This design comes from an exercise in tuning for small area, a short achievable clock period and few clock cycles per item on the open sky130 flow, not from production work.
Where RTL was checked, it was by simulation tests only, not by an equivalence proof against the original.

==> flow/design.v <==
module simon_engine (
    input  wire         clk,
    input  wire         rst_n,       
    input  wire         start,
    input  wire [1:0]   op,
    input  wire         variant,
    input  wire [255:0] key,         
    input  wire [63:0]  din0,        
    input  wire [63:0]  din1,        
    output reg          busy,
    output reg          done,
    output reg          err,
    output reg          ks_valid,
    output wire [63:0]  dout0,
    output wire [63:0]  dout1
);
    localparam integer R = 3;               
    localparam integer N = 72 / R;          
    localparam [1:0] OP_KEXP = 2'd0, OP_ENC = 2'd1, OP_DEC = 2'd2;
    localparam [63:0] Z = 64'h3DC94C3A046D678B;
    reg [6:0]  cnt;             
    reg        kx;              
    reg        is_dec;
    reg        var_r;
    reg        last;            
    reg        declast;         
    reg [255:0] xw;             
    reg [255:0] yw;             
    reg [63:0]  a, b;           
    assign dout0 = a;
    assign dout1 = b;
    function [63:0] rotl;
        input [63:0] x;
        input integer r;
        rotl = (x << r) | (x >> (64 - r));
    endfunction
    function [63:0] rotr;
        input [63:0] x;
        input integer r;
        rotr = (x >> r) | (x << (64 - r));
    endfunction
    function [63:0] round_f;
        input        v;
        input [63:0] x;
        begin
            if (v)
                round_f = (rotl(x, 1) ^ rotl(x, 8)) ^ rotl(x, 2);
            else
                round_f = (rotl(x, 1) & rotl(x, 8)) ^ rotl(x, 2);
        end
    endfunction
    function [127:0] ztab;
        input integer jj;
        input integer bwd;
        integer c, m;
        begin
            ztab = 128'd0;
            for (c = 0; c < N - 1; c = c + 1) begin
                m = bwd ? (76 - R * (c + 2) + jj) : (R * c + 4 + jj);
                ztab[c] = Z[(m + 62 * 4 - 4) % 62];
            end
        end
    endfunction
    localparam [127:0] ZF0 = ztab(0, 0), ZF1 = ztab(1, 0), ZF2 = ztab(2, 0), ZF3 = ztab(3, 0);
    localparam [127:0] ZB0 = ztab(0, 1), ZB1 = ztab(1, 1), ZB2 = ztab(2, 1), ZB3 = ztab(3, 1);
    wire [3:0] zf = {ZF3[cnt], ZF2[cnt], ZF1[cnt], ZF0[cnt]};
    wire [3:0] zbk = {ZB3[cnt], ZB2[cnt], ZB1[cnt], ZB0[cnt]};
    wire first = (cnt == 7'd0);
    reg [63:0] kf [0:R+3];
    reg [63:0] kb [0:R+3];
    reg [255:0] xnext, ynext;
    reg [63:0] ta, tb, tk;
    integer j;
    always @* begin
        for (j = 0; j < 4; j = j + 1)
            kf[j] = xw[64*j +: 64];
        for (j = 0; j < R; j = j + 1)
            kf[j+4] = ~kf[j] ^ rotr(kf[j+3], 3) ^ rotr(kf[j+3], 4)
                    ^ kf[j+1] ^ rotr(kf[j+1], 1)
                    ^ {62'd0, 1'b1, ~zf[j]};
        for (j = 0; j < 4; j = j + 1)
            xnext[64*j +: 64] = kf[R + j];
        for (j = 0; j < 4; j = j + 1)
            kb[R+j] = yw[64*j +: 64];
        for (j = R - 1; j >= 0; j = j - 1)
            kb[j] = ~kb[j+4] ^ rotr(kb[j+3], 3) ^ rotr(kb[j+3], 4)
                  ^ kb[j+1] ^ rotr(kb[j+1], 1)
                  ^ {62'd0, 1'b1, ~zbk[j]};
        for (j = 0; j < 4; j = j + 1)
            ynext[64*j +: 64] = kb[j];
        ta = a;
        tb = b;
        for (j = 0; j < R; j = j + 1) begin
            tk = is_dec ? yw[64*(R-1-j) +: 64] : xw[64*j +: 64];
            {ta, tb} = {tb, ta ^ round_f(var_r, tb) ^ tk};
        end
    end
    wire accept = start && !busy;
    wire run_ok = ks_valid && (op == OP_ENC || op == OP_DEC);
    always @(posedge clk) begin
        if (busy) begin
            a <= declast ? tb : ta;
            b <= declast ? ta : tb;
        end else begin
            a <= op[1] ? din1 : din0;
            b <= op[1] ? din0 : din1;
        end
        if (accept && op == OP_KEXP)
            xw <= key;
        else if (busy)
            xw <= last ? yw : xnext;
        if (busy) begin
            if (last || (kx && first))
                yw <= xw;
            else if (!kx)
                yw <= ynext;
        end
    end
    always @(posedge clk) begin
        if (!rst_n) begin
            busy     <= 1'b0;
            done     <= 1'b0;
            last     <= 1'b0;
            declast  <= 1'b0;
            err      <= 1'b0;
            ks_valid <= 1'b0;
        end else begin
            done    <= 1'b0;
            last    <= 1'b0;
            declast <= 1'b0;
            if (busy) begin
                if (cnt == N - 2) begin
                    last    <= 1'b1;
                    declast <= is_dec;
                end
                cnt <= cnt + 7'd1;
                if (last) begin
                    busy <= 1'b0;
                    done <= 1'b1;
                    if (kx)
                        ks_valid <= 1'b1;
                end
            end else if (accept) begin
                err <= 1'b0;
                cnt <= 7'd0;
                kx  <= (op == OP_KEXP);
                if (op == OP_KEXP) begin
                    ks_valid <= 1'b0;
                    busy     <= 1'b1;
                end else if (run_ok) begin
                    is_dec <= (op == OP_DEC);
                    var_r  <= variant;
                    busy   <= 1'b1;
                end else begin
                    err  <= 1'b1;
                    done <= 1'b1;
                end
            end
        end
    end
endmodule
Settings: LEC_CHECK=0, ABC_CLOCK_PERIOD_IN_PS=3500, CAP_MARGIN=20, CORE_MARGIN=2, CORE_UTILIZATION=40, SETUP_SLACK_MARGIN=2.5, SLEW_MARGIN=20, SYNTH_MEMORY_MAX_BITS=8192; clock period 6.0 ns.
run.sh (not shown) runs the stock make flow with config.mk's settings and CLKGATE_MAP_FILE= SYNTH_SCRIPT=/design/flow/synth_recipe.tcl, a recipe that flattens the netlist after the stock synthesis.
Testbench counts at the start, summed over its fixed seeds: cycles 13,600, items 544.
Rerun with:
--- a/flow/design.v
+++ b/flow/design.v
@@ -24,6 +24,8 @@
     reg        var_r;
     reg        last;            
     reg        declast;         
+    reg        ysel;            
+    reg        yen;             
     reg [255:0] xw;             
     reg [255:0] yw;             
     reg [63:0]  a, b;           
@@ -65,11 +67,10 @@
     localparam [127:0] ZB0 = ztab(0, 1), ZB1 = ztab(1, 1), ZB2 = ztab(2, 1), ZB3 = ztab(3, 1);
     wire [3:0] zf = {ZF3[cnt], ZF2[cnt], ZF1[cnt], ZF0[cnt]};
     wire [3:0] zbk = {ZB3[cnt], ZB2[cnt], ZB1[cnt], ZB0[cnt]};
-    wire first = (cnt == 7'd0);
     reg [63:0] kf [0:R+3];
     reg [63:0] kb [0:R+3];
     reg [255:0] xnext, ynext;
-    reg [63:0] ta, tb, tk;
+    reg [63:0] ta, tb, tk, knext;
     integer j;
     always @* begin
         for (j = 0; j < 4; j = j + 1)
@@ -91,30 +92,33 @@
         ta = a;
         tb = b;
         for (j = 0; j < R; j = j + 1) begin
-            tk = is_dec ? yw[64*(R-1-j) +: 64] : xw[64*j +: 64];
+            tk = (j == 0) ? 64'd0 : is_dec ? yw[64*(R-1-j) +: 64] : xw[64*j +: 64];
             {ta, tb} = {tb, ta ^ round_f(var_r, tb) ^ tk};
         end
+        knext = is_dec ? kb[R-1] : kf[R];
     end
     wire accept = start && !busy;
     wire run_ok = ks_valid && (op == OP_ENC || op == OP_DEC);
+    wire [63:0] kfirst = op[1] ? yw[64*(R-1) +: 64] : xw[63:0];
     always @(posedge clk) begin
         if (busy) begin
-            a <= declast ? tb : ta;
-            b <= declast ? ta : tb;
+            if (declast) begin
+                a <= tb;
+                b <= ta;
+            end else begin
+                a <= last ? ta : (ta ^ knext);
+                b <= tb;
+            end
         end else begin
-            a <= op[1] ? din1 : din0;
+            a <= (op[1] ? din1 : din0) ^ kfirst;
             b <= op[1] ? din0 : din1;
         end
         if (accept && op == OP_KEXP)
             xw <= key;
         else if (busy)
             xw <= last ? yw : xnext;
-        if (busy) begin
-            if (last || (kx && first))
-                yw <= xw;
-            else if (!kx)
-                yw <= ynext;
-        end
+        if (yen)
+            yw <= ysel ? xw : ynext;
     end
     always @(posedge clk) begin
         if (!rst_n) begin
@@ -122,23 +126,30 @@
             done     <= 1'b0;
             last     <= 1'b0;
             declast  <= 1'b0;
+            ysel     <= 1'b0;
+            yen      <= 1'b0;
             err      <= 1'b0;
             ks_valid <= 1'b0;
         end else begin
             done    <= 1'b0;
             last    <= 1'b0;
             declast <= 1'b0;
+            ysel    <= 1'b0;
+            yen     <= 1'b0;
             if (busy) begin
-                if (cnt == N - 2) begin
-                    last    <= 1'b1;
-                    declast <= is_dec;
-                end
                 cnt <= cnt + 7'd1;
                 if (last) begin
                     busy <= 1'b0;
                     done <= 1'b1;
                     if (kx)
                         ks_valid <= 1'b1;
+                end else if (cnt == N - 2) begin
+                    last    <= 1'b1;
+                    declast <= is_dec;
+                    ysel    <= 1'b1;
+                    yen     <= 1'b1;
+                end else begin
+                    yen     <= !kx;
                 end
             end else if (accept) begin
                 err <= 1'b0;
@@ -147,10 +158,13 @@
                 if (op == OP_KEXP) begin
                     ks_valid <= 1'b0;
                     busy     <= 1'b1;
+                    ysel     <= 1'b1;
+                    yen      <= 1'b1;
                 end else if (run_ok) begin
                     is_dec <= (op == OP_DEC);
                     var_r  <= variant;
                     busy   <= 1'b1;
+                    yen    <= 1'b1;
                 end else begin
                     err  <= 1'b1;
                     done <= 1'b1;
The changed run went through all stages and came out clean.
Hold slack barely changes.
Final area is higher by about 7%.
Critical path depth went up by 13.
Via count goes down by about 9%.
Utilization grows by 1.9 points.
Setup slack gets worse by 450 ps.
Synthesized cell count fell by about 8%.
Fmax fell by about 11%.
Global-route usage shrinks by 3.2 points.
Count of clock-buffer cells in the layout increases by 11.
Synthesized area went up by about 2.6%.
Function not checked in the second run of this note: the RTL went through the layout flow alone.

* * *

Setup of north:
Starts from the design.v that is shown in full above.
make LEC_CHECK=0 CAP_MARGIN=20 CORE_MARGIN=2 CORE_UTILIZATION=40 SLEW_MARGIN=20 SYNTH_MEMORY_MAX_BITS=8192 finish   # period 6.0 ns
Testbench counts of north, summed over its fixed seeds: cycles 13,600, items 544.
--- input diff north..south ---
==> flow/design.v <==
module simon_engine (
    input  wire         clk,
    input  wire         rst_n,       
    input  wire         start,
    input  wire [1:0]   op,
    input  wire         variant,
    input  wire [255:0] key,         
    input  wire [63:0]  din0,        
    input  wire [63:0]  din1,        
    output reg          busy,
    output reg          done,
    output reg          err,
    output reg          ks_valid,
    output wire [63:0]  dout0,
    output wire [63:0]  dout1
);
    localparam integer R = 3;               
    localparam integer N = 72 / R;          
    localparam [1:0] OP_KEXP = 2'd0, OP_ENC = 2'd1, OP_DEC = 2'd2;
    localparam [63:0] Z = 64'h3DC94C3A046D678B;
    reg [6:0]  cnt;             
    reg        kx;              
    reg        is_dec;
    reg        var_r;
    reg [255:0] xw;             
    reg [255:0] yw;             
    reg [63:0]  a, b;           
    assign dout0 = is_dec ? b : a;
    assign dout1 = is_dec ? a : b;
    function [63:0] rotl;
        input [63:0] x;
        input integer r;
        rotl = (x << r) | (x >> (64 - r));
    endfunction
    function [63:0] rotr;
        input [63:0] x;
        input integer r;
        rotr = (x >> r) | (x << (64 - r));
    endfunction
    function [63:0] round_f;
        input        v;
        input [63:0] x;
        begin
            if (v)
                round_f = (rotl(x, 1) ^ rotl(x, 8)) ^ rotl(x, 2);
            else
                round_f = (rotl(x, 1) & rotl(x, 8)) ^ rotl(x, 2);
        end
    endfunction
    function [127:0] ztab;
        input integer jj;
        input integer bwd;
        integer c, m;
        begin
            ztab = 128'd0;
            for (c = 0; c < N - 1; c = c + 1) begin
                m = bwd ? (76 - R * (c + 2) + jj) : (R * c + 4 + jj);
                ztab[c] = Z[(m + 62 * 4 - 4) % 62];
            end
        end
    endfunction
    localparam [127:0] ZF0 = ztab(0, 0), ZF1 = ztab(1, 0), ZF2 = ztab(2, 0), ZF3 = ztab(3, 0);
    localparam [127:0] ZB0 = ztab(0, 1), ZB1 = ztab(1, 1), ZB2 = ztab(2, 1), ZB3 = ztab(3, 1);
    wire [3:0] zf = {ZF3[cnt], ZF2[cnt], ZF1[cnt], ZF0[cnt]};
    wire [3:0] zbk = {ZB3[cnt], ZB2[cnt], ZB1[cnt], ZB0[cnt]};
    wire last  = (cnt == N - 1);
    wire first = (cnt == 7'd0);
    reg [63:0] kf [0:R+3];
    reg [63:0] kb [0:R+3];
    reg [255:0] xnext, ynext;
    reg [63:0] ta, tb, tk;
    integer j;
    always @* begin
        for (j = 0; j < 4; j = j + 1)
            kf[j] = xw[64*j +: 64];
        for (j = 0; j < R; j = j + 1)
            kf[j+4] = ~kf[j] ^ rotr(kf[j+3], 3) ^ rotr(kf[j+3], 4)
                    ^ kf[j+1] ^ rotr(kf[j+1], 1)
                    ^ {62'd0, 1'b1, ~zf[j]};
        for (j = 0; j < 4; j = j + 1)
            xnext[64*j +: 64] = kf[R + j];
        for (j = 0; j < 4; j = j + 1)
            kb[R+j] = yw[64*j +: 64];
        for (j = R - 1; j >= 0; j = j - 1)
            kb[j] = ~kb[j+4] ^ rotr(kb[j+3], 3) ^ rotr(kb[j+3], 4)
                  ^ kb[j+1] ^ rotr(kb[j+1], 1)
                  ^ {62'd0, 1'b1, ~zbk[j]};
        for (j = 0; j < 4; j = j + 1)
            ynext[64*j +: 64] = kb[j];
        ta = a;
        tb = b;
        for (j = 0; j < R; j = j + 1) begin
            tk = is_dec ? yw[64*(R-1-j) +: 64] : xw[64*j +: 64];
            {ta, tb} = {tb, ta ^ round_f(var_r, tb) ^ tk};
        end
    end
    wire accept = start && !busy;
    wire run_ok = ks_valid && (op == OP_ENC || op == OP_DEC);
    always @(posedge clk) begin
        if (busy) begin
            a <= ta;
            b <= tb;
        end else begin
            a <= op[1] ? din1 : din0;
            b <= op[1] ? din0 : din1;
        end
        if (accept && op == OP_KEXP)
            xw <= key;
        else if (busy)
            xw <= last ? yw : xnext;
        if (busy) begin
            if (last || (kx && first))
                yw <= xw;
            else if (!kx)
                yw <= ynext;
        end
    end
    always @(posedge clk) begin
        if (!rst_n) begin
            busy     <= 1'b0;
            done     <= 1'b0;
            err      <= 1'b0;
            ks_valid <= 1'b0;
        end else begin
            done <= 1'b0;
            if (busy) begin
                cnt <= cnt + 7'd1;
                if (last) begin
                    busy <= 1'b0;
                    done <= 1'b1;
                    if (kx)
                        ks_valid <= 1'b1;
                end
            end else if (accept) begin
                err <= 1'b0;
                cnt <= 7'd0;
                kx  <= (op == OP_KEXP);
                if (op == OP_KEXP) begin
                    ks_valid <= 1'b0;
                    busy     <= 1'b1;
                end else if (run_ok) begin
                    is_dec <= (op == OP_DEC);
                    var_r  <= variant;
                    busy   <= 1'b1;
                end else begin
                    err  <= 1'b1;
                    done <= 1'b1;
                end
            end
        end
    end
endmodule
[summary]
south ends up with a data required time at the worst endpoint that is 0.06 ns lower than in north. south vs. north: combined area of all synthesized cells saw a decrease, post-synthesis adder-cell area fraction grew by 2.9 points, pin count of the biggest net entering global routing went up by 18%, time the worst path needs with I/O delays and setup higher. Compared with north, south shows wire length of the first global-routing pass that has gone down by a little under 10%. The routed wire length in south sits 9.1% below the value recorded for north. In the tables for south and north, layout clock buffer count reads lower with south. Compared with north, in south worst path arrival time went up, fraction of area in registers did not really move, complex-gate fraction of the synthesized area went down, clock network area share went up.
Testbench counts of south, summed over its fixed seeds: cycles 13,600, items 544.

* * *

## before
Another version of the RTL of simon_engine (not shown whole).
Size in the first run: about 4,400 cells after synthesis, ~660 flip-flops, ~520 I/O pins, roughly 48,000 um^2 of cells after synthesis.
==> module simon_engine, before the edit <==
module simon_engine (
    input  wire         clk,
    input  wire         rst_n,       
    input  wire         start,
    input  wire [1:0]   op,
    input  wire         variant,
    input  wire [255:0] key,         
    input  wire [63:0]  din0,        
    input  wire [63:0]  din1,        
    output reg          busy,
    output reg          done,
    output reg          err,
    output reg          ks_valid,
    output wire [63:0]  dout0,
    output wire [63:0]  dout1
);
    localparam integer R = 2;               
    localparam integer N = 72 / R;          
    localparam [1:0] OP_KEXP = 2'd0, OP_ENC = 2'd1, OP_DEC = 2'd2;
    localparam [63:0] Z = 64'h3DC94C3A046D678B;
    reg [6:0]  cnt;             
    reg        kx;              
    reg        is_dec;
    reg        var_r;           
    reg        nvar_r;          
    reg        last;            
    reg        declast;         
    reg        btb;             
    reg        ysel;            
    reg        yen;             
    reg [255:0] xw;             
    reg [255:0] yw;             
    reg [63:0]  a, b;           
    assign dout0 = a;
    assign dout1 = b;
    function [63:0] rotl;
        input [63:0] x;
        input integer r;
        rotl = (x << r) | (x >> (64 - r));
    endfunction
    function [63:0] rotr;
        input [63:0] x;
        input integer r;
        rotr = (x >> r) | (x << (64 - r));
    endfunction
    function [63:0] round_f;
        input        v;
        input [63:0] x;
        begin
            round_f = (rotl(x | {64{v}}, 8) & rotl(x, 1)) ^ rotl(x & {64{v}}, 8) ^ rotl(x, 2);
        end
    endfunction
    function [127:0] ztab;
        input integer jj;
        input integer bwd;
        integer c, m;
        begin
            ztab = 128'd0;
            for (c = 0; c < N - 1; c = c + 1) begin
                m = bwd ? (76 - R * (c + 2) + jj) : (R * c + 4 + jj);
                ztab[c] = Z[(m + 62 * 4 - 4) % 62];
            end
        end
    endfunction
    localparam [127:0] ZF0 = ztab(0, 0), ZF1 = ztab(1, 0), ZF2 = ztab(2, 0), ZF3 = ztab(3, 0);
    localparam [127:0] ZB0 = ztab(0, 1), ZB1 = ztab(1, 1), ZB2 = ztab(2, 1), ZB3 = ztab(3, 1);
    wire [3:0] zf = {ZF3[cnt], ZF2[cnt], ZF1[cnt], ZF0[cnt]};
    wire [3:0] zbk = {ZB3[cnt], ZB2[cnt], ZB1[cnt], ZB0[cnt]};
    reg [63:0] kf [0:R+3];
    reg [63:0] kb [0:R+3];
    reg [255:0] xnext, ynext;
    reg [63:0] ta, tb, tk, knext;
    integer j;
    always @* begin
        for (j = 0; j < 4; j = j + 1)
            kf[j] = xw[64*j +: 64];
        for (j = 0; j < R; j = j + 1)
            kf[j+4] = ~kf[j] ^ rotr(kf[j+3], 3) ^ rotr(kf[j+3], 4)
                    ^ kf[j+1] ^ rotr(kf[j+1], 1)
                    ^ {62'd0, 1'b1, ~zf[j]};
        for (j = 0; j < 4; j = j + 1)
            xnext[64*j +: 64] = kf[R + j];
        for (j = 0; j < 4; j = j + 1)
            kb[R+j] = yw[64*j +: 64];
        for (j = R - 1; j >= 0; j = j - 1)
            kb[j] = ~kb[j+4] ^ rotr(kb[j+3], 3) ^ rotr(kb[j+3], 4)
                  ^ kb[j+1] ^ rotr(kb[j+1], 1)
                  ^ {62'd0, 1'b1, ~zbk[j]};
        for (j = 0; j < 4; j = j + 1)
            ynext[64*j +: 64] = kb[j];
        ta = a;
        tb = b;
        for (j = 0; j < R; j = j + 1) begin
            tk = (j == 0) ? 64'd0 : is_dec ? yw[64*(R-1-j) +: 64] : xw[64*j +: 64];
            {ta, tb} = {tb, ta ^ round_f((j == 0) ? var_r : !nvar_r, tb) ^ tk};
        end
        knext = is_dec ? kb[R-1] : kf[R];
    end
    wire accept = start && !busy;
    wire run_ok = ks_valid && (op == OP_ENC || op == OP_DEC);
    wire [63:0] kfirst = op[1] ? yw[64*(R-1) +: 64] : xw[63:0];
    always @(posedge clk) begin
        if (declast)
            a <= tb;
        else if (busy)
            a <= last ? ta : (ta ^ knext);
        else
            a <= (op[1] ? din1 : din0) ^ kfirst;
        if (btb)
            b <= tb;
        else if (busy)
            b <= ta;
        else
            b <= op[1] ? din0 : din1;
        if (accept && op == OP_KEXP)
            xw <= key;
        else if (busy)
            xw <= last ? yw : xnext;
        if (yen)
            yw <= ysel ? xw : ynext;
    end
    always @(posedge clk) begin
        if (!rst_n) begin
            busy     <= 1'b0;
            done     <= 1'b0;
            last     <= 1'b0;
            declast  <= 1'b0;
            btb      <= 1'b0;
            ysel     <= 1'b0;
            yen      <= 1'b0;
            err      <= 1'b0;
            ks_valid <= 1'b0;
        end else begin
            done    <= 1'b0;
            last    <= 1'b0;
            declast <= 1'b0;
            btb     <= 1'b0;
            ysel    <= 1'b0;
            yen     <= 1'b0;
            if (busy) begin
                cnt <= cnt + 7'd1;
                if (last) begin
                    busy <= 1'b0;
                    done <= 1'b1;
                    if (kx)
                        ks_valid <= 1'b1;
                end else if (cnt == N - 2) begin
                    last    <= 1'b1;
                    declast <= is_dec;
                    btb     <= !is_dec;
                    ysel    <= 1'b1;
                    yen     <= 1'b1;
                end else begin
                    btb     <= 1'b1;
                    yen     <= !kx;
                end
            end else if (accept) begin
                err <= 1'b0;
                cnt <= 7'd0;
                kx  <= (op == OP_KEXP);
                if (op == OP_KEXP) begin
                    ks_valid <= 1'b0;
                    busy     <= 1'b1;
                    btb      <= 1'b1;
                    ysel     <= 1'b1;
                    yen      <= 1'b1;
                end else if (run_ok) begin
                    is_dec <= (op == OP_DEC);
                    var_r  <= variant;
                    nvar_r <= !variant;
                    busy   <= 1'b1;
                    btb    <= 1'b1;
                    yen    <= 1'b1;
                end else begin
                    err  <= 1'b1;
                    done <= 1'b1;
                end
            end
        end
    end
endmodule
clock: 6.0 ns
lec_check: 0
abc_clock_period_in_ps: 2500
cap_margin: 20
core_margin: 2
core_utilization: 60
place_density: 0.75
setup_slack_margin: 3.5
slew_margin: 20
synth_memory_max_bits: 8192
standard.sh (not shown) runs the stock make flow with config.mk's settings and CLKGATE_MAP_FILE= SYNTH_SCRIPT=/design/flow/synth_recipe.tcl, a recipe that flattens the netlist after the stock synthesis.
==> flow/flow/run.sh <==
#!/bin/bash
# The standard layout (the standard.sh: standard synthesis and ORFS steps),
# with the port buffers that buffer_ports inserts made of buf_2 cells.
set -euo pipefail
bash standard.sh finish "BUFFER_PORTS_ARGS=-buffer_cell sky130_fd_sc_hd__buf_2" > flow_finish.log 2>&1
Testbench counts of before, summed over its fixed seeds: cycles 20,128, items 544.
[inputs] after vs before
diff --git a/flow/design.v b/flow/design.v
--- a/flow/design.v
+++ b/flow/design.v
@@ -17,13 +17,12 @@
     localparam integer R = 2;               
     localparam integer N = 72 / R;          
     localparam [1:0] OP_KEXP = 2'd0, OP_ENC = 2'd1, OP_DEC = 2'd2;
     localparam [63:0] Z = 64'h3DC94C3A046D678B;
-    reg [6:0]  cnt;             
+    reg [5:0]  cnt;             
     reg        kx;              
     reg        is_dec;
-    reg        var_r;           
-    reg        nvar_r;          
+    reg        var_r;
     reg        last;            
     reg        declast;         
     reg        btb;             
     reg        ysel;            
@@ -91,9 +90,9 @@
         ta = a;
         tb = b;
         for (j = 0; j < R; j = j + 1) begin
             tk = (j == 0) ? 64'd0 : is_dec ? yw[64*(R-1-j) +: 64] : xw[64*j +: 64];
-            {ta, tb} = {tb, ta ^ round_f((j == 0) ? var_r : !nvar_r, tb) ^ tk};
+            {ta, tb} = {tb, ta ^ round_f(var_r, tb) ^ tk};
         end
         knext = is_dec ? kb[R-1] : kf[R];
     end
     wire accept = start && !busy;
@@ -137,9 +136,9 @@
             btb     <= 1'b0;
             ysel    <= 1'b0;
             yen     <= 1'b0;
             if (busy) begin
-                cnt <= cnt + 7'd1;
+                cnt <= cnt + 6'd1;
                 if (last) begin
                     busy <= 1'b0;
                     done <= 1'b1;
                     if (kx)
@@ -155,9 +154,9 @@
                     yen     <= !kx;
                 end
             end else if (accept) begin
                 err <= 1'b0;
-                cnt <= 7'd0;
+                cnt <= 6'd0;
                 kx  <= (op == OP_KEXP);
                 if (op == OP_KEXP) begin
                     ks_valid <= 1'b0;
                     busy     <= 1'b1;
@@ -166,9 +165,8 @@
                     yen      <= 1'b1;
                 end else if (run_ok) begin
                     is_dec <= (op == OP_DEC);
                     var_r  <= variant;
-                    nvar_r <= !variant;
                     busy   <= 1'b1;
                     btb    <= 1'b1;
                     yen    <= 1'b1;
                 end else begin
Findings:
Changes observed in after relative to before: final area picked up an extra 2.8%; global-route wire length before repair up 4.7%. Compared with before, after shows a core outline area that is 1.8% higher. Compared with before, after shows total via count after detailed routing that has gone up by a few percent. after: area overhead of the layout relative to synthesis is 1.2 points higher than what before reported. after against before: per-cell via count in the routed design has increased; final standard cell count with taps included and fillers excluded grew by about 2.5%. Overall routed net length in after vs before: up 5.9%. Final critical-path share of the clock period, after and before: lower on before. Non-clock buffer count in the final layout of after exceeds that of before by a few percent. Count of filler cells inserted in the layout down 254 in after wrt before. A capturing element of the worst setup path of xw[253] is what before shows, while yw[0] belongs to after.
Testbench counts of after, summed over its fixed seeds: cycles 20,128, items 544.

separate check: timing with driven ports:
The results above use ideal ports. As a check the final layouts listed here were re-extracted and re-timed, cells and wires unchanged.
Step 1 assumes that a clkbuf_16 drives the clock port and a buf_2 every other input.
Step 2 adds t to the input delays and takes it off the output delays; t is the mean of the earliest and latest rising clock arrival at the registers after step 1. Input paths then give back, and output paths get back, about the clock's delay inside the block.
Three values: no drivers, after step 1, after step 2; two values: the first two.
run	t, ns	slack for setup (ns)	latest minus earliest clock arrival (ns)	cell pins on the clock port's net
the first run of note 1	0.800	2.457 / 2.457 / 1.937	0.043 / 0.044	1
the second run of note 1	0.817	2.010 / 2.010 / 1.689	0.045 / 0.044	1
north	0.783	1.165 / 1.165 / 1.165	0.050 / 0.050	1
south	0.786	0.773 / 0.773 / 0.773	0.042 / 0.043	1
before	0.698	3.491 / 3.398 / 2.701	0.033 / 0.033	1
after	0.704	3.452 / 3.309 / 2.604	0.025 / 0.025	1
After both steps setup and hold are still met in every run listed. The setup slack of after, which loses most, moves by -0.143 ns with the drivers and by -0.848 ns with both steps.
